Context: an optimization exercise on an open-source flow, tuned for small area and a short achievable clock period. The choices shown serve that exercise and are no tape-out recipe.
RTL that was checked went through simulation tests only; none was proved equivalent to the original.
Power is estimated from default activity; no workload was simulated.

## trial 21
==> flow/design.v <==
module frame_detect (
    input  wire         clk,
    input  wire         rst,           
    input  wire         in_valid,
    input  wire [15:0]  in_mag,
    output reg          msg_valid,
    output reg          msg_long,
    output wire [111:0] msg_data
);
    reg         rst_q;           
    reg         ev;              
    reg         ev_w;            
    reg  [15:0] x;               
    always @(posedge clk) begin
        rst_q <= rst;
        ev    <= in_valid & ~rst;
        ev_w  <= in_valid;
        x     <= in_mag;
    end
    reg [15:0] w1, w2, w3, w4, w5, w6, w7, w8, w9, w10;
    always @(posedge clk) begin
        if (ev_w) begin
            w1 <= x;  w2 <= w1; w3 <= w2; w4 <= w3; w5 <= w4;
            w6 <= w5; w7 <= w6; w8 <= w7; w9 <= w8; w10 <= w9;
        end
    end
    function gt;
        input [17:0] a, b;
        reg   [31:0] g, e;   
        integer i, st;
        begin
            g = 32'd0;
            e = 32'hffffffff;
            g[17:0] = a & ~b;
            e[17:0] = a | ~b;
            for (st = 1; st < 32; st = st * 2)
                for (i = 0; i < 32; i = i + 2 * st) begin
                    g[i] = g[i + st] | (e[i + st] & g[i]);
                    e[i] = e[i + st] & e[i];
                end
            gt = g[0];
        end
    endfunction
    wire g1 = gt({2'b00, w1}, {2'b00, x});   
    wire g2 = gt({2'b00, w2}, {2'b00, x});
    wire g3 = gt({2'b00, w3}, {2'b00, x});
    wire g4 = gt({2'b00, w4}, {2'b00, x});
    wire g5 = gt({2'b00, w5}, {2'b00, x});
    wire g6 = gt({2'b00, w6}, {2'b00, x});
    wire l1 = gt({2'b00, x}, {2'b00, w1});   
    reg q1, q2, q3;
    always @(posedge clk) begin
        if (ev) begin
            q1 <= g1;
            q2 <= q1 & g2;
            q3 <= q2 & g3;
        end
    end
    reg  [16:0] pair_q;
    reg  [17:0] part_q;
    reg  [15:0] mean_q;
    wire [17:0] peak_sum = part_q + x;
    wire [17:0] mean3    = 3 * mean_q;
    always @(posedge clk)
        if (ev_w) begin
            pair_q  <= w7 + w5;
            part_q  <= pair_q + w1;
            mean_q  <= peak_sum[17:2];
        end
    wire quiet = (mean_q != 16'd0) &&
                 gt(mean3, {2'b00, w10}) && gt(mean3, {2'b00, w8}) &&
                 gt(mean3, {2'b00, w3})  && gt(mean3, {2'b00, w1});
    reg        seen;             
    reg [14:1] pv;
    wire       verdict = pv[14] & g6;           
    always @(posedge clk) begin
        if (rst_q) begin
            seen <= 1'b0;
            pv   <= 14'd0;
        end else if (ev) begin
            seen   <= 1'b1;
            pv[1]  <= seen & g1;                 
            pv[2]  <= pv[1] & l1;                
            pv[3]  <= pv[2];
            pv[4]  <= pv[3];
            pv[5]  <= pv[4];
            pv[6]  <= pv[5] & q3 & g4;           
            pv[7]  <= pv[6] & l1;                
            pv[8]  <= pv[7] & g1;                
            pv[9]  <= pv[8] & l1;                
            pv[10] <= pv[9] & quiet & g1;        
            pv[11] <= pv[10] & g2;               
            pv[12] <= pv[11] & g3;               
            pv[13] <= pv[12] & g4;               
            pv[14] <= pv[13] & g5;               
        end
    end
    reg        act;              
    reg        cur_long;
    reg  [7:0] fc;
    reg        pend;
    reg  [6:0] pc;
    reg [55:0] p, q;
    reg        stg;              
    reg        e_skip_end;       
    reg        e_pres_long;      
    reg        e_pres_short;     
    reg        e_lo;             
    reg        e_hi;             
    reg        e_to_p;           
    reg        e_to_q;           
    reg        e_move;           
    wire       cont   = act & ~e_skip_end;
    wire       act_n  = cont | (~act & verdict);
    wire       long_n = (act & (fc == 8'd1)) ? g1 : cur_long;
    wire       pend_n = (pend & ~e_pres_short) | (e_skip_end & ~cur_long);
    wire       stg_n  = (stg & ~e_move) | (act & (fc == 8'd1) & pend);
    wire       lo_n   = cont & ~fc[0] & (fc <= 8'd110);
    wire       hi_n   = cont & ~fc[0] & (fc >= 8'd112) & (fc <= 8'd222) & long_n;
    always @(posedge clk) begin
        if (rst_q) begin
            act          <= 1'b0;
            pend         <= 1'b0;
            stg          <= 1'b0;
            e_skip_end   <= 1'b0;
            e_pres_long  <= 1'b0;
            e_pres_short <= 1'b0;
            e_lo         <= 1'b0;
            e_hi         <= 1'b0;
            e_to_p       <= 1'b0;
            e_to_q       <= 1'b0;
            e_move       <= 1'b0;
        end else if (ev) begin
            act      <= act_n;
            cur_long <= long_n;
            pend     <= pend_n;
            stg      <= stg_n;
            fc       <= act ? fc + 8'd1 : 8'd0;
            pc       <= pend ? pc + 7'd1 : 7'd0;
            e_skip_end   <= cont & (fc == (long_n ? 8'd237 : 8'd125));
            e_pres_long  <= cont & long_n & (fc == 8'd222);
            e_pres_short <= pend_n & pend & (pc == 7'd95);
            e_lo         <= lo_n;
            e_hi         <= hi_n;
            e_to_p       <= lo_n & ~(pend_n | stg_n);
            e_to_q       <= (lo_n & (pend_n | stg_n)) | hi_n;
            e_move       <= stg_n & ~pend_n & ~lo_n & ~hi_n;
        end
    end
    always @(posedge clk) begin
        if (ev) begin
            if (e_to_p)
                p <= {p[54:0], g1};
            else if (e_move)
                p <= q;
            if (e_to_q)
                q <= {q[54:0], g1};
        end
    end
    reg [55:0] lo;
    always @(posedge clk) begin
        msg_valid <= ev & ~rst & (e_pres_long | e_pres_short);
        if (ev & (e_pres_long | e_pres_short))
            msg_long <= e_pres_long;
        lo <= {q[54:0], g1} & {56{ev & e_pres_long}};
    end
    assign msg_data = {p, lo};
endmodule
clock: 10.0 ns
lec_check: 0
abc_area: 1
cap_margin: 20
core_margin: 2
core_utilization: 40
cts_buf_list: sky130_fd_sc_hd__clkbuf_16
cts_cluster_diameter: 80
cts_cluster_size: 30
slew_margin: 20
standard.sh (not shown) runs the stock make flow with config.mk's settings and CLKGATE_MAP_FILE= SYNTH_SCRIPT=/design/flow/synth_recipe.tcl, a recipe that flattens the netlist after the stock synthesis.
==> flow/flow/run.sh <==
#!/bin/bash
set -euo pipefail
export BUFFER_PORTS_ARGS="-buffer_cell sky130_fd_sc_hd__buf_2"
export SETUP_SLACK_MARGIN=6.6
bash standard.sh > flow.log 2>&1
Trial 21 finished all stages; the layout is clean.
What build 8 does differently from trial 21 at the input level:
--- a/flow/design.v
+++ b/flow/design.v
@@ -49,5 +49,5 @@
     wire g6 = gt({2'b00, w6}, {2'b00, x});
     wire l1 = gt({2'b00, x}, {2'b00, w1});   
-    reg q1, q2, q3;
+    reg q1, q2, q3, q4, q5;
     always @(posedge clk) begin
         if (ev) begin
@@ -55,7 +55,8 @@
             q2 <= q1 & g2;
             q3 <= q2 & g3;
+            q4 <= q3 & g4;
+            q5 <= q4 & g5;
         end
     end
-    reg  [16:0] pair_q;
     reg  [17:0] part_q;
     reg  [15:0] mean_q;
@@ -64,6 +65,5 @@
     always @(posedge clk)
         if (ev_w) begin
-            pair_q  <= w7 + w5;
-            part_q  <= pair_q + w1;
+            part_q  <= w8 + w6 + w1;
             mean_q  <= peak_sum[17:2];
         end
@@ -73,5 +73,5 @@
     reg        seen;             
     reg [14:1] pv;
-    wire       verdict = pv[14] & g6;           
+    wire       verdict = pv[14] & q5 & g6;      
     always @(posedge clk) begin
         if (rst_q) begin
@@ -89,9 +89,9 @@
             pv[8]  <= pv[7] & g1;                
             pv[9]  <= pv[8] & l1;                
-            pv[10] <= pv[9] & quiet & g1;        
-            pv[11] <= pv[10] & g2;               
-            pv[12] <= pv[11] & g3;               
-            pv[13] <= pv[12] & g4;               
-            pv[14] <= pv[13] & g5;               
+            pv[10] <= pv[9] & quiet;             
+            pv[11] <= pv[10];
+            pv[12] <= pv[11];
+            pv[13] <= pv[12];
+            pv[14] <= pv[13];
         end
     end
@@ -158,11 +158,14 @@
         end
     end
-    reg [55:0] lo;
+    reg [3:0] lng;
     always @(posedge clk) begin
         msg_valid <= ev & ~rst & (e_pres_long | e_pres_short);
         if (ev & (e_pres_long | e_pres_short))
             msg_long <= e_pres_long;
-        lo <= {q[54:0], g1} & {56{ev & e_pres_long}};
+        lng[0] <= e_pres_long;
+        lng[1] <= e_pres_long & ev;
+        lng[2] <= e_pres_long & ~e_pres_short;
+        lng[3] <= e_pres_long & ~rst;
     end
-    assign msg_data = {p, lo};
+    assign msg_data = {p, q & {{14{lng[3]}}, {14{lng[2]}}, {14{lng[1]}}, {14{lng[0]}}}};
 endmodule
==> run summary <==
- Build 8 finished end to end and its layout was clean on timing, DRC and antenna.
- Looking at share of the core filled with cells in the final layout, build 8 sits 0.46 points below trial 21.
- Summary: with trial 21 as the reference, length of routed wiring on met1 in build 8 moved down by a few percent.
- Relative to trial 21, non-clock buffer count has decreased by about 0.7% in build 8.
- Final-layout clock-cell area share for build 8: 0.72 points down relative to trial 21
- Trial 21 → build 8: final cell count shrank by 164; final area shrank by 8.6%.
- Compared with trial 21, in build 8 clock skew increased by 0.0074 ns relative to the old numbers; sequential cell count decreased by about 15% relative to the old numbers.
- Build 8 gives more combinational power than trial 21 did.
- Diff trial 21 -> build 8 | total power of the final layout | decrease of 5.8%
- Layout overhead on the synthesized area, trial 21 and build 8: higher on trial 21
Only the layout flow was run in trial 21; the RTL was not checked for function there.

---

Another version of the RTL of frame_detect (not shown whole).
==> module frame_detect, before the edit <==
module frame_detect (
    input  wire         clk,
    input  wire         rst,           
    input  wire         in_valid,
    input  wire [15:0]  in_mag,
    output reg          msg_valid,
    output reg          msg_long,
    output wire [111:0] msg_data
);
    reg         rst_q;           
    reg         ev;              
    reg         ev_w;            
    reg  [15:0] x;               
    always @(posedge clk) begin
        rst_q <= rst;
        ev    <= in_valid & ~rst;
        ev_w  <= in_valid;
        x     <= in_mag;
    end
    reg [15:0] w1, w2, w3, w4, w5, w6, w7, w8, w9, w10;
    always @(posedge clk) begin
        if (ev_w) begin
            w1 <= x;  w2 <= w1; w3 <= w2; w4 <= w3; w5 <= w4;
            w6 <= w5; w7 <= w6; w8 <= w7; w9 <= w8; w10 <= w9;
        end
    end
    function gt;
        input [17:0] a, b;
        reg   [31:0] g, e;   
        integer i, st;
        begin
            g = 32'd0;
            e = 32'hffffffff;
            g[17:0] = a & ~b;
            e[17:0] = a | ~b;
            for (st = 1; st < 32; st = st * 2)
                for (i = 0; i < 32; i = i + 2 * st) begin
                    g[i] = g[i + st] | (e[i + st] & g[i]);
                    e[i] = e[i + st] & e[i];
                end
            gt = g[0];
        end
    endfunction
    wire g1 = gt({2'b00, w1}, {2'b00, x});   
    wire g2 = gt({2'b00, w2}, {2'b00, x});
    wire g3 = gt({2'b00, w3}, {2'b00, x});
    wire g4 = gt({2'b00, w4}, {2'b00, x});
    wire g5 = gt({2'b00, w5}, {2'b00, x});
    wire g6 = gt({2'b00, w6}, {2'b00, x});
    wire l1 = gt({2'b00, x}, {2'b00, w1});   
    reg q1, q2, q3;
    always @(posedge clk) begin
        if (ev) begin
            q1 <= g1;
            q2 <= q1 & g2;
            q3 <= q2 & g3;
        end
    end
    reg  [17:0] part_q;
    reg  [15:0] mean_q;
    wire [17:0] peak_sum = part_q + x;
    wire [17:0] mean3    = 3 * mean_q;
    always @(posedge clk)
        if (ev_w) begin
            part_q  <= w8 + w6 + w1;
            mean_q  <= peak_sum[17:2];
        end
    wire quiet = (mean_q != 16'd0) &&
                 gt(mean3, {2'b00, w10}) && gt(mean3, {2'b00, w8}) &&
                 gt(mean3, {2'b00, w3})  && gt(mean3, {2'b00, w1});
    reg        seen;             
    reg [14:1] pv;
    wire       verdict = pv[14] & g6;           
    always @(posedge clk) begin
        if (rst_q) begin
            seen <= 1'b0;
            pv   <= 14'd0;
        end else if (ev) begin
            seen   <= 1'b1;
            pv[1]  <= seen & g1;                 
            pv[2]  <= pv[1] & l1;                
            pv[3]  <= pv[2];
            pv[4]  <= pv[3];
            pv[5]  <= pv[4];
            pv[6]  <= pv[5] & q3 & g4;           
            pv[7]  <= pv[6] & l1;                
            pv[8]  <= pv[7] & g1;                
            pv[9]  <= pv[8] & l1;                
            pv[10] <= pv[9] & quiet & g1;        
            pv[11] <= pv[10] & g2;               
            pv[12] <= pv[11] & g3;               
            pv[13] <= pv[12] & g4;               
            pv[14] <= pv[13] & g5;               
        end
    end
    reg        act;              
    reg        cur_long;
    reg  [7:0] fc;
    reg        pend;
    reg  [6:0] pc;
    reg [55:0] p, q;
    reg        stg;              
    reg        e_skip_end;       
    reg        e_pres_long;      
    reg        e_pres_short;     
    reg        e_lo;             
    reg        e_hi;             
    reg        e_to_p;           
    reg        e_to_q;           
    reg        e_move;           
    wire       cont   = act & ~e_skip_end;
    wire       act_n  = cont | (~act & verdict);
    wire       long_n = (act & (fc == 8'd1)) ? g1 : cur_long;
    wire       pend_n = (pend & ~e_pres_short) | (e_skip_end & ~cur_long);
    wire       stg_n  = (stg & ~e_move) | (act & (fc == 8'd1) & pend);
    wire       lo_n   = cont & ~fc[0] & (fc <= 8'd110);
    wire       hi_n   = cont & ~fc[0] & (fc >= 8'd112) & (fc <= 8'd222) & long_n;
    always @(posedge clk) begin
        if (rst_q) begin
            act          <= 1'b0;
            pend         <= 1'b0;
            stg          <= 1'b0;
            e_skip_end   <= 1'b0;
            e_pres_long  <= 1'b0;
            e_pres_short <= 1'b0;
            e_lo         <= 1'b0;
            e_hi         <= 1'b0;
            e_to_p       <= 1'b0;
            e_to_q       <= 1'b0;
            e_move       <= 1'b0;
        end else if (ev) begin
            act      <= act_n;
            cur_long <= long_n;
            pend     <= pend_n;
            stg      <= stg_n;
            fc       <= act ? fc + 8'd1 : 8'd0;
            pc       <= pend ? pc + 7'd1 : 7'd0;
            e_skip_end   <= cont & (fc == (long_n ? 8'd237 : 8'd125));
            e_pres_long  <= cont & long_n & (fc == 8'd222);
            e_pres_short <= pend_n & pend & (pc == 7'd95);
            e_lo         <= lo_n;
            e_hi         <= hi_n;
            e_to_p       <= lo_n & ~(pend_n | stg_n);
            e_to_q       <= (lo_n & (pend_n | stg_n)) | hi_n;
            e_move       <= stg_n & ~pend_n & ~lo_n & ~hi_n;
        end
    end
    always @(posedge clk) begin
        if (ev) begin
            if (e_to_p)
                p <= {p[54:0], g1};
            else if (e_move)
                p <= q;
            if (e_to_q)
                q <= {q[54:0], g1};
        end
    end
    reg [3:0] lng;
    always @(posedge clk) begin
        msg_valid <= ev & ~rst & (e_pres_long | e_pres_short);
        if (ev & (e_pres_long | e_pres_short))
            msg_long <= e_pres_long;
        lng[0] <= e_pres_long;
        lng[1] <= e_pres_long & ev;
        lng[2] <= e_pres_long & ~e_pres_short;
        lng[3] <= e_pres_long & ~rst;
    end
    assign msg_data = {p, q & {{14{lng[3]}}, {14{lng[2]}}, {14{lng[1]}}, {14{lng[0]}}}};
endmodule
export LEC_CHECK = 0
export ABC_AREA = 1
export CAP_MARGIN = 20
export CORE_MARGIN = 2
export CORE_UTILIZATION = 40
export CTS_BUF_LIST = sky130_fd_sc_hd__clkbuf_16
export CTS_CLUSTER_DIAMETER = 80
export CTS_CLUSTER_SIZE = 30
export SLEW_MARGIN = 20
create_clock -name core_clock -period 10.0 [get_ports {clk}]
Scripts as last shown in full above: flow/flow/run.sh
Rerun with:
--- a/flow/design.v
+++ b/flow/design.v
@@ -14,17 +14,18 @@
     always @(posedge clk) begin
         rst_q <= rst;
         ev    <= in_valid & ~rst;
         ev_w  <= in_valid;
         x     <= in_mag;
     end
-    reg [15:0] w1, w2, w3, w4, w5, w6, w7, w8, w9, w10;
+    reg [15:0] w1, w2, w3, w4, w5, w6, w7, w8, w9, w10, w11;
     always @(posedge clk) begin
         if (ev_w) begin
             w1 <= x;  w2 <= w1; w3 <= w2; w4 <= w3; w5 <= w4;
             w6 <= w5; w7 <= w6; w8 <= w7; w9 <= w8; w10 <= w9;
+            w11 <= w10;
         end
     end
     function gt;
         input [17:0] a, b;
         reg   [31:0] g, e;   
         integer i, st;
@@ -45,35 +46,40 @@
     wire g2 = gt({2'b00, w2}, {2'b00, x});
     wire g3 = gt({2'b00, w3}, {2'b00, x});
     wire g4 = gt({2'b00, w4}, {2'b00, x});
     wire g5 = gt({2'b00, w5}, {2'b00, x});
     wire g6 = gt({2'b00, w6}, {2'b00, x});
     wire l1 = gt({2'b00, x}, {2'b00, w1});   
-    reg q1, q2, q3;
+    reg q1, q2, q3, q4, q5;
     always @(posedge clk) begin
         if (ev) begin
             q1 <= g1;
             q2 <= q1 & g2;
             q3 <= q2 & g3;
+            q4 <= q3 & g4;
+            q5 <= q4 & g5;
         end
     end
     reg  [17:0] part_q;
     reg  [15:0] mean_q;
+    reg  [17:0] mean3_q;
+    reg         mean_nz;
     wire [17:0] peak_sum = part_q + x;
-    wire [17:0] mean3    = 3 * mean_q;
     always @(posedge clk)
         if (ev_w) begin
             part_q  <= w8 + w6 + w1;
             mean_q  <= peak_sum[17:2];
+            mean3_q <= 3 * mean_q;
+            mean_nz <= mean_q != 16'd0;
         end
-    wire quiet = (mean_q != 16'd0) &&
-                 gt(mean3, {2'b00, w10}) && gt(mean3, {2'b00, w8}) &&
-                 gt(mean3, {2'b00, w3})  && gt(mean3, {2'b00, w1});
+    wire quiet = mean_nz &&
+                 gt(mean3_q, {2'b00, w11}) && gt(mean3_q, {2'b00, w9}) &&
+                 gt(mean3_q, {2'b00, w4})  && gt(mean3_q, {2'b00, w2});
     reg        seen;             
     reg [14:1] pv;
-    wire       verdict = pv[14] & g6;           
+    wire       verdict = pv[14] & q5 & g6;      
     always @(posedge clk) begin
         if (rst_q) begin
             seen <= 1'b0;
             pv   <= 14'd0;
         end else if (ev) begin
             seen   <= 1'b1;
@@ -83,17 +89,17 @@
             pv[4]  <= pv[3];
             pv[5]  <= pv[4];
             pv[6]  <= pv[5] & q3 & g4;           
             pv[7]  <= pv[6] & l1;                
             pv[8]  <= pv[7] & g1;                
             pv[9]  <= pv[8] & l1;                
-            pv[10] <= pv[9] & quiet & g1;        
-            pv[11] <= pv[10] & g2;               
-            pv[12] <= pv[11] & g3;               
-            pv[13] <= pv[12] & g4;               
-            pv[14] <= pv[13] & g5;               
+            pv[10] <= pv[9];
+            pv[11] <= pv[10] & quiet;            
+            pv[12] <= pv[11];
+            pv[13] <= pv[12];
+            pv[14] <= pv[13];
         end
     end
     reg        act;              
     reg        cur_long;
     reg  [7:0] fc;
     reg        pend;
@@ -152,18 +158,15 @@
             else if (e_move)
                 p <= q;
             if (e_to_q)
                 q <= {q[54:0], g1};
         end
     end
-    reg [3:0] lng;
+    reg [55:0] lo;
     always @(posedge clk) begin
         msg_valid <= ev & ~rst & (e_pres_long | e_pres_short);
         if (ev & (e_pres_long | e_pres_short))
             msg_long <= e_pres_long;
-        lng[0] <= e_pres_long;
-        lng[1] <= e_pres_long & ev;
-        lng[2] <= e_pres_long & ~e_pres_short;
-        lng[3] <= e_pres_long & ~rst;
+        lo <= {q[54:0], g1} & {56{ev & e_pres_long}};
     end
-    assign msg_data = {p, q & {{14{lng[3]}}, {14{lng[2]}}, {14{lng[1]}}, {14{lng[0]}}}};
+    assign msg_data = {p, lo};
 endmodule
Maximum frequency went up by 3.0%. Worst hold slack gains 0.0058 ns. Synthesized cell count barely changes. Via count grows by 0.68%. Wire length decreases by 1.1%. Cell area increases by 9.7%. Die area went up by 10%. Non-clock buffer count drops by 7. Area after synthesis rises by 10%. Global-route usage decreases by 1.6 points. Final cell count climbs by 2.5%. Sequential share of layout area went up by 4.8 points. Clock-buffer cell count went up by 3.
No run of this note included a check of the RTL's function; only the layout flow was run.

==> separate check: timing with driven ports <==
Ports are ideal in the flow. The routed layouts listed here were re-timed in OpenROAD.
Step 1 sets driving cells, clkbuf_16 on the clock port and buf_2 on the other inputs (assumed; they add their load-dependent delay and slew).
Step 2 also shifts input and output timing later by t, the mid clock arrival at the registers, as if the neighbouring blocks saw the same clock.
Three values: ideal, step 1, step 2; two values: the first two.
run	shift t [ns]	setup slack, ns	worst setup path at the end	worst data-port slew with drivers (ns)	pins driven straight from the clock port
trial 21	0.643	6.775 / 6.719 / 7.208	register to register	0.03	1
build 8	0.613	6.684 / 6.630 / 6.811	register to register	0.03	1
the first run of note 2	0.615	6.669 / 6.615 / 6.789	register to register	0.06	1
the second run of note 2	0.653	6.767 / 6.715 / 6.990	register to register	0.03	1
After both steps setup and hold are still met in every run listed.
